Background: an optimization exercise with open tools, aiming at small area. Do not read the settings as production practice.
In this exercise RTL edits were held to simulation tests only and were not proved equivalent to the original.
Power figures rest on the tool's default switching activity, not on a simulated workload.

==> flow/design.v <==
module hlm_mii (
    input  wire        clk,
    input  wire        rst,
    input  wire        acc_we,       
    input  wire [15:0] acc_wdata,
    input  wire        data_we,      
    input  wire [15:0] data_wdata,
    output wire [15:0] acc_rdata,    
    output wire [15:0] data_rdata,   
    output wire        busy,
    output wire        mdc,
    output wire        mdio_o,
    output wire        mdio_oe,
    input  wire        mdio_i
);
    reg  [15:1] acc_q;       
    reg  [15:0] data_q;      
    reg         eng_busy;
    reg  [7:0]  cnt;         
    wire [5:0] slot = cnt[7:2];
    wire       wr   = acc_q[1];
    wire       data_slot = (slot[5:4] == 2'b11);
    wire a_ld   = !rst && acc_we && !eng_busy;
    wire a_hold = !rst && !(acc_we && !eng_busy);
    wire shift  = eng_busy && data_slot && cnt[0] && (cnt[1] == wr);
    wire d_ld    = !rst && data_we;
    wire d_shift = !rst && !data_we && shift;
    wire d_hold  = !rst && !data_we && !shift;
    wire [15:0] d_in = {data_q[14:0], wr ? data_q[15] : mdio_i};
    always @(posedge clk) begin
        acc_q  <= ({15{a_ld}} & acc_wdata[15:1]) | ({15{a_hold}} & acc_q);
        data_q <= ({16{d_ld}} & data_wdata) | ({16{d_shift}} & d_in) |
                  ({16{d_hold}} & data_q);
        cnt      <= (cnt + 8'd1) & {8{eng_busy && !rst}};
        eng_busy <= !rst && (eng_busy ? (cnt != 8'hFF)
                                      : (acc_we && acc_wdata[0]));
    end
    reg hdr_bit;
    always @(*) begin
        case (slot[3:0])
            4'd0:  hdr_bit = 1'b0;
            4'd1:  hdr_bit = 1'b1;
            4'd2:  hdr_bit = !wr;
            4'd3:  hdr_bit = wr;
            4'd4:  hdr_bit = acc_q[15];
            4'd5:  hdr_bit = acc_q[14];
            4'd6:  hdr_bit = acc_q[13];
            4'd7:  hdr_bit = acc_q[12];
            4'd8:  hdr_bit = acc_q[11];
            4'd9:  hdr_bit = acc_q[10];
            4'd10: hdr_bit = acc_q[9];
            4'd11: hdr_bit = acc_q[8];
            4'd12: hdr_bit = acc_q[7];
            4'd13: hdr_bit = acc_q[6];
            4'd14: hdr_bit = 1'b1;
            default: hdr_bit = 1'b0;
        endcase
    end
    assign mdc     = cnt[1];
    assign mdio_o  = !slot[5] | (slot[4] ? (wr & data_q[15]) : hdr_bit);
    assign mdio_oe = eng_busy & (wr | !(data_slot | (slot[5:1] == 5'b10111)));
    assign busy    = eng_busy;
    assign acc_rdata  = {acc_q, eng_busy};
    assign data_rdata = data_q;
endmodule
module hlm_seq (
    input  wire        clk,
    input  wire        rst,
    input  wire        cmd_valid,
    output wire        cmd_ready,
    input  wire [2:0]  cmd_len,
    input  wire [31:0] cmd_w0,
    input  wire [31:0] cmd_w1,
    input  wire [31:0] cmd_w2,
    input  wire [31:0] cmd_w3,
    input  wire [31:0] cmd_w4,
    output reg         rsp_valid,
    output wire [31:0] rsp_status,
    output wire [31:0] rsp_info,
    output wire [31:0] rsp_res,
    output reg         bus_req,
    output wire        bus_we,
    output wire [11:0] bus_addr,
    output wire [31:0] bus_wdata,
    input  wire        bus_ack,
    input  wire [31:0] bus_rdata,
    input  wire        bus_err,
    output wire        acc_we,
    output wire [15:0] acc_wdata,
    output wire        data_we,
    output wire [15:0] data_wdata,
    input  wire [15:0] acc_rdata,
    input  wire [15:0] data_rdata,
    input  wire        mii_busy
);
    reg         st_int;      
    reg         st_mdio;     
    reg  [2:0]  step;        
    reg         wr;          
    reg  [31:0] res_q;       
    reg  [11:0] addr_q;      
    reg  [3:0]  info_q;      
    reg         ioerr_q;     
    assign cmd_ready  = !(bus_req | st_int | st_mdio);
    assign rsp_status = {29'd0, ioerr_q, 1'b0, |info_q};
    assign rsp_info   = {28'd0, info_q[3:1], info_q[0] | ioerr_q};
    assign rsp_res    = res_q;
    assign bus_we     = wr;
    assign bus_addr   = addr_q;
    assign bus_wdata  = res_q;
    wire [4:0] code  = cmd_w0[4:0];
    wire known  = !(|cmd_w0[31:5]) &&
                  (code[4:1] == 4'b0100 || code[4:2] == 3'b100);
    wire is_reg = !code[4];
    wire is_c45 = code[1];
    wire [2:0] want_len = (is_reg ? 3'd2 : is_c45 ? 3'd4 : 3'd3) + {2'd0, code[0]};
    wire len_ok  = (cmd_len == want_len);
    wire w1_hi   = |cmd_w1[31:12];
    wire w1_ge32 = w1_hi | (|cmd_w1[11:5]);
    wire w2_ge32 = |cmd_w2[31:5];
    wire w3_big  = |cmd_w3[31:16];
    wire w4_big  = |cmd_w4[31:16];
    wire ok1     = known && len_ok;
    wire mdio_ok = ok1 && !is_reg;
    wire f_w0    = !known;
    wire f_len   = known && !len_ok;
    wire f_w1    = ok1 && (is_reg ? w1_hi : w1_ge32);
    wire f_w2    = mdio_ok && !w1_ge32 && w2_ge32;
    wire m_ok2   = mdio_ok && !w1_ge32 && !w2_ge32;
    wire f_w3    = m_ok2 && w3_big && (is_c45 || code[0]);
    wire f_w4    = m_ok2 && is_c45 && code[0] && !w3_big && w4_big;
    wire m_pass  = m_ok2 && !f_w3 && !f_w4;
    wire v_fail  = f_w0 || f_len || f_w1 || f_w2 || f_w3 || f_w4;
    wire [3:0] v_info = f_w0  ? 4'd7 :
                        f_len ? 4'd8 :
                        f_w1  ? (is_reg ? 4'd1 : 4'd2) :
                        f_w2  ? (is_c45 ? 4'd4 : 4'd3) :
                        f_w3  ? (is_c45 ? 4'd5 : 4'd6) :
                        f_w4  ? 4'd6 : 4'd0;
    wire is_mii = (cmd_w1[11:0] == 12'h120) || (cmd_w1[11:0] == 12'h124);
    wire acc      = cmd_valid && cmd_ready;
    wire bus_done = bus_req && bus_ack;
    wire m_idle   = st_mdio && !mii_busy;
    wire s_done   = step[2] && !step[0];
    wire m_done   = m_idle && s_done;
    wire launch   = m_idle && !s_done;
    wire s_w0  = acc && f_w0;
    wire s_len = acc && f_len;
    wire s_w1  = acc && f_w1;
    wire s_w2  = acc && (f_w2 || (ok1 && is_reg && !w1_hi));
    wire s_w3  = acc && (f_w3 || m_pass);
    wire s_w4l = acc && m_pass;
    wire s_w4  = acc && f_w4;
    wire s_bus = bus_done && (bus_err || !wr);
    wire s_d   = !wr && ((st_int && addr_q[2]) || m_done);
    wire s_a   = !wr && st_int && !addr_q[2];
    wire s_hld = !(acc || st_int || bus_done || m_done);
    always @(posedge clk) begin
        res_q <= ({32{s_w0}} & cmd_w0) |
                 ({32{s_len}} & {29'd0, cmd_len}) |
                 ({32{s_w1}} & cmd_w1) |
                 ({32{s_w2}} & cmd_w2) |
                 ({32{s_w3}} & cmd_w3) |
                 ({32{s_w4l}} & {cmd_w4[15:0], 16'd0}) |
                 ({32{s_w4}} & cmd_w4) |
                 ({32{s_bus}} & bus_rdata) |
                 ({32{s_d}} & {16'd0, data_rdata}) |
                 ({32{s_a}} & {16'd0, acc_rdata}) |
                 ({32{s_hld}} & res_q);
    end
    always @(posedge clk) begin
        if (acc)
            addr_q <= {cmd_w1[11:10], is_reg ? cmd_w1[9:5] : cmd_w2[4:0], cmd_w1[4:0]};
    end
    wire [4:0]  phy   = addr_q[4:0];
    wire [4:0]  regad = addr_q[9:5];
    wire        last  = step[0] && (step[1] || step[2]);
    wire [4:0]  t_reg = step[2] ? regad : (step[0] ? 5'h0E : 5'h0D);
    wire [15:0] t_acc = {phy, t_reg, 4'd0, !last | wr, 1'b1};
    wire int_acc  = st_int && wr && !addr_q[2];
    wire int_data = st_int && wr && addr_q[2];
    wire d_lo  = st_int || (launch && step[0] && !(step[1:0] == 2'd3));
    wire d_hi  = launch && (step[1:0] == 2'd3);
    wire d_dev = launch && !step[0];
    assign acc_we     = int_acc || launch;
    assign data_we    = int_data || launch;
    assign acc_wdata  = ({16{st_int}} & res_q[15:0]) | ({16{launch}} & t_acc);
    assign data_wdata = ({16{d_lo}} & res_q[15:0]) | ({16{d_hi}} & res_q[31:16]) |
                        ({16{d_dev}} & {1'b0, step[1], 9'd0, regad});
    always @(posedge clk) begin
        info_q  <= {4{acc}} & v_info;
        ioerr_q <= bus_done && bus_err;
    end
    always @(posedge clk) begin
        if (rst) begin
            st_int    <= 1'b0;
            st_mdio   <= 1'b0;
            bus_req   <= 1'b0;
            rsp_valid <= 1'b0;
        end else begin
            rsp_valid <= 1'b0;
            if (acc) begin
                wr      <= code[0];
                step    <= is_c45 ? 3'd0 : 3'd5;
                if (v_fail)
                    rsp_valid <= 1'b1;
                else if (!is_reg)
                    st_mdio <= 1'b1;
                else if (is_mii)
                    st_int <= 1'b1;
                else
                    bus_req <= 1'b1;
            end
            if (st_int) begin
                st_int    <= 1'b0;
                rsp_valid <= 1'b1;
            end
            if (bus_done) begin
                bus_req   <= 1'b0;
                rsp_valid <= 1'b1;
            end
            if (m_idle) begin
                if (s_done) begin
                    st_mdio   <= 1'b0;
                    rsp_valid <= 1'b1;
                end else begin
                    step <= step + 3'd1;
                end
            end
        end
    end
endmodule
module hlm_top (
    input  wire        clk,
    input  wire        rst,
    input  wire        cmd_valid,
    output wire        cmd_ready,
    input  wire [2:0]  cmd_len,
    input  wire [31:0] cmd_w0,
    input  wire [31:0] cmd_w1,
    input  wire [31:0] cmd_w2,
    input  wire [31:0] cmd_w3,
    input  wire [31:0] cmd_w4,
    output wire        rsp_valid,
    output wire [31:0] rsp_status,
    output wire [31:0] rsp_info,
    output wire [31:0] rsp_res,
    output wire        bus_req,
    output wire        bus_we,
    output wire [11:0] bus_addr,
    output wire [31:0] bus_wdata,
    input  wire        bus_ack,
    input  wire [31:0] bus_rdata,
    input  wire        bus_err,
    output wire        mdc,
    output wire        mdio_o,
    output wire        mdio_oe,
    input  wire        mdio_i
);
    wire        acc_we, data_we, mii_busy;
    wire [15:0] acc_wdata, data_wdata;
    wire [15:0] acc_rdata, data_rdata;
    hlm_seq u_seq (
        .clk(clk), .rst(rst),
        .cmd_valid(cmd_valid), .cmd_ready(cmd_ready), .cmd_len(cmd_len),
        .cmd_w0(cmd_w0), .cmd_w1(cmd_w1), .cmd_w2(cmd_w2), .cmd_w3(cmd_w3), .cmd_w4(cmd_w4),
        .rsp_valid(rsp_valid), .rsp_status(rsp_status), .rsp_info(rsp_info), .rsp_res(rsp_res),
        .bus_req(bus_req), .bus_we(bus_we), .bus_addr(bus_addr), .bus_wdata(bus_wdata),
        .bus_ack(bus_ack), .bus_rdata(bus_rdata), .bus_err(bus_err),
        .acc_we(acc_we), .acc_wdata(acc_wdata), .data_we(data_we), .data_wdata(data_wdata),
        .acc_rdata(acc_rdata), .data_rdata(data_rdata), .mii_busy(mii_busy)
    );
    hlm_mii u_mii (
        .clk(clk), .rst(rst),
        .acc_we(acc_we), .acc_wdata(acc_wdata), .data_we(data_we), .data_wdata(data_wdata),
        .acc_rdata(acc_rdata), .data_rdata(data_rdata), .busy(mii_busy),
        .mdc(mdc), .mdio_o(mdio_o), .mdio_oe(mdio_oe), .mdio_i(mdio_i)
    );
endmodule
export LEC_CHECK = 0
export CAP_MARGIN = 20
export CORE_MARGIN = 2
export CORE_UTILIZATION = 30
export SLEW_MARGIN = 20
create_clock -name core_clock -period 6.0 [get_ports {clk}]
standard.sh (not shown) runs the stock make flow with config.mk's settings and CLKGATE_MAP_FILE= SYNTH_SCRIPT=/design/flow/synth_recipe.tcl, a recipe that flattens the netlist after the stock synthesis.
==> flow/flow/run.sh <==
#!/bin/bash
# The standard layout with these changes:
#  - synthesis maps with an area-oriented ABC script (flow/abc_area.script);
#    everything else in synthesis is ORFS's and the standard flow's own script, so the
#    registers are the standard synthesis's
#  - port buffers are buf_1 (every port still gets one)
#  - the clock tree uses clkbuf_8 and no dummy loads
#  - constant outputs share the single tie cell synthesis makes
# Each tool's full output goes to a log in this folder (and ORFS's own logs
# under orfs/logs).
set -euo pipefail
HERE=$(pwd)
export BUFFER_PORTS_ARGS="-buffer_cell sky130_fd_sc_hd__buf_1"
export CTS_ARGS="-sink_clustering_enable -repair_clock_nets -buf_list sky130_fd_sc_hd__clkbuf_8 -dont_use_dummy_load"
export SKIP_REPAIR_TIE_FANOUT=1
rm -rf scripts_area
cp -r "$FLOW_HOME/scripts" scripts_area
cp flow/abc_area.script scripts_area/abc_speed.script
bash standard.sh SCRIPTS_DIR="$HERE/scripts_area" synth > synth_make.log 2>&1
bash standard.sh > standard_make.log 2>&1
==> flow/flow/abc_area.script <==
&get -n
&st
&deepsyn -T 60
&dch -f
&nf -p -F 10 -A 10 -C 32 -R 1000
&put
Then changed:
--- a/flow/design.v
+++ b/flow/design.v
@@ -98,13 +98,14 @@
     reg  [2:0]  step;        
     reg         wr;          
     reg  [31:0] res_q;       
     reg  [11:0] addr_q;      
-    reg  [3:0]  info_q;      
+    reg         vfail_q;     
     reg         ioerr_q;     
     assign cmd_ready  = !(bus_req | st_int | st_mdio);
-    assign rsp_status = {29'd0, ioerr_q, 1'b0, |info_q};
-    assign rsp_info   = {28'd0, info_q[3:1], info_q[0] | ioerr_q};
+    wire [3:0] info   = {4{vfail_q}} & addr_q[3:0];
+    assign rsp_status = {29'd0, ioerr_q, 1'b0, vfail_q};
+    assign rsp_info   = {28'd0, info[3:1], info[0] | ioerr_q};
     assign rsp_res    = res_q;
     assign bus_we     = wr;
     assign bus_addr   = addr_q;
     assign bus_wdata  = res_q;
@@ -169,9 +170,10 @@
                  ({32{s_hld}} & res_q);
     end
     always @(posedge clk) begin
         if (acc)
-            addr_q <= {cmd_w1[11:10], is_reg ? cmd_w1[9:5] : cmd_w2[4:0], cmd_w1[4:0]};
+            addr_q <= {cmd_w1[11:10], is_reg ? cmd_w1[9:5] : cmd_w2[4:0],
+                       cmd_w1[4], v_fail ? v_info : cmd_w1[3:0]};
     end
     wire [4:0]  phy   = addr_q[4:0];
     wire [4:0]  regad = addr_q[9:5];
     wire        last  = step[0] && (step[1] || step[2]);
@@ -187,9 +189,9 @@
     assign acc_wdata  = ({16{st_int}} & res_q[15:0]) | ({16{launch}} & t_acc);
     assign data_wdata = ({16{d_lo}} & res_q[15:0]) | ({16{d_hi}} & res_q[31:16]) |
                         ({16{d_dev}} & {1'b0, step[1], 9'd0, regad});
     always @(posedge clk) begin
-        info_q  <= {4{acc}} & v_info;
+        vfail_q <= acc && v_fail;
         ioerr_q <= bus_done && bus_err;
     end
     always @(posedge clk) begin
         if (rst) begin
Result: Die area is higher by 0.92%; combinational power is lower by about 4%; cell count is higher by 3.7%; hold slack improves by 0.020 ns; global-route usage is higher by 0.11 points; final area is higher by 0.64%; power is lower by 2.7%; non-clock buffer count is lower by 2; wire length is higher by 0.91%; maximum frequency is higher by 3.4%.

==> port drivers added, routing unchanged <==
The flow's constraints put no driver on any port. The routed layouts listed below were extracted and timed again, unchanged, in two steps. Step 1 (the two cells are an assumption about what drives the block):
set clk [get_ports {clk}]
set_driving_cell -lib_cell sky130_fd_sc_hd__clkbuf_16 $clk
set_driving_cell -lib_cell sky130_fd_sc_hd__buf_2 [delete_from_list [all_inputs] $clk]
Step 2 times the ports against the registers' clock, not the clock port: input delays grow and output delays shrink by t, the midpoint of the rising clock arrivals with the driver on. Slacks: no drivers / after step 1 / after step 2; pairs: no drivers / after step 1.
| run | t, ns | slack for setup (ns) | latest minus earliest clock arrival (ns) | slew at the worst register clock pin (ns) | pins driven straight from the clock port |
|---|---|---|---|---|---|
| the first run | 0.417 | 1.052 / 1.058 / 0.641 | 0.028 / 0.027 | 0.11 / 0.11 | 1 |
| the second run | 0.424 | 1.216 / 1.192 / 0.767 | 0.035 / 0.035 | 0.11 / 0.11 | 1 |
After both steps setup and hold are still met in every run listed. For the second run, which loses most, drivers alone change the setup slack by -0.024 ns; drivers and shift together by -0.449 ns.
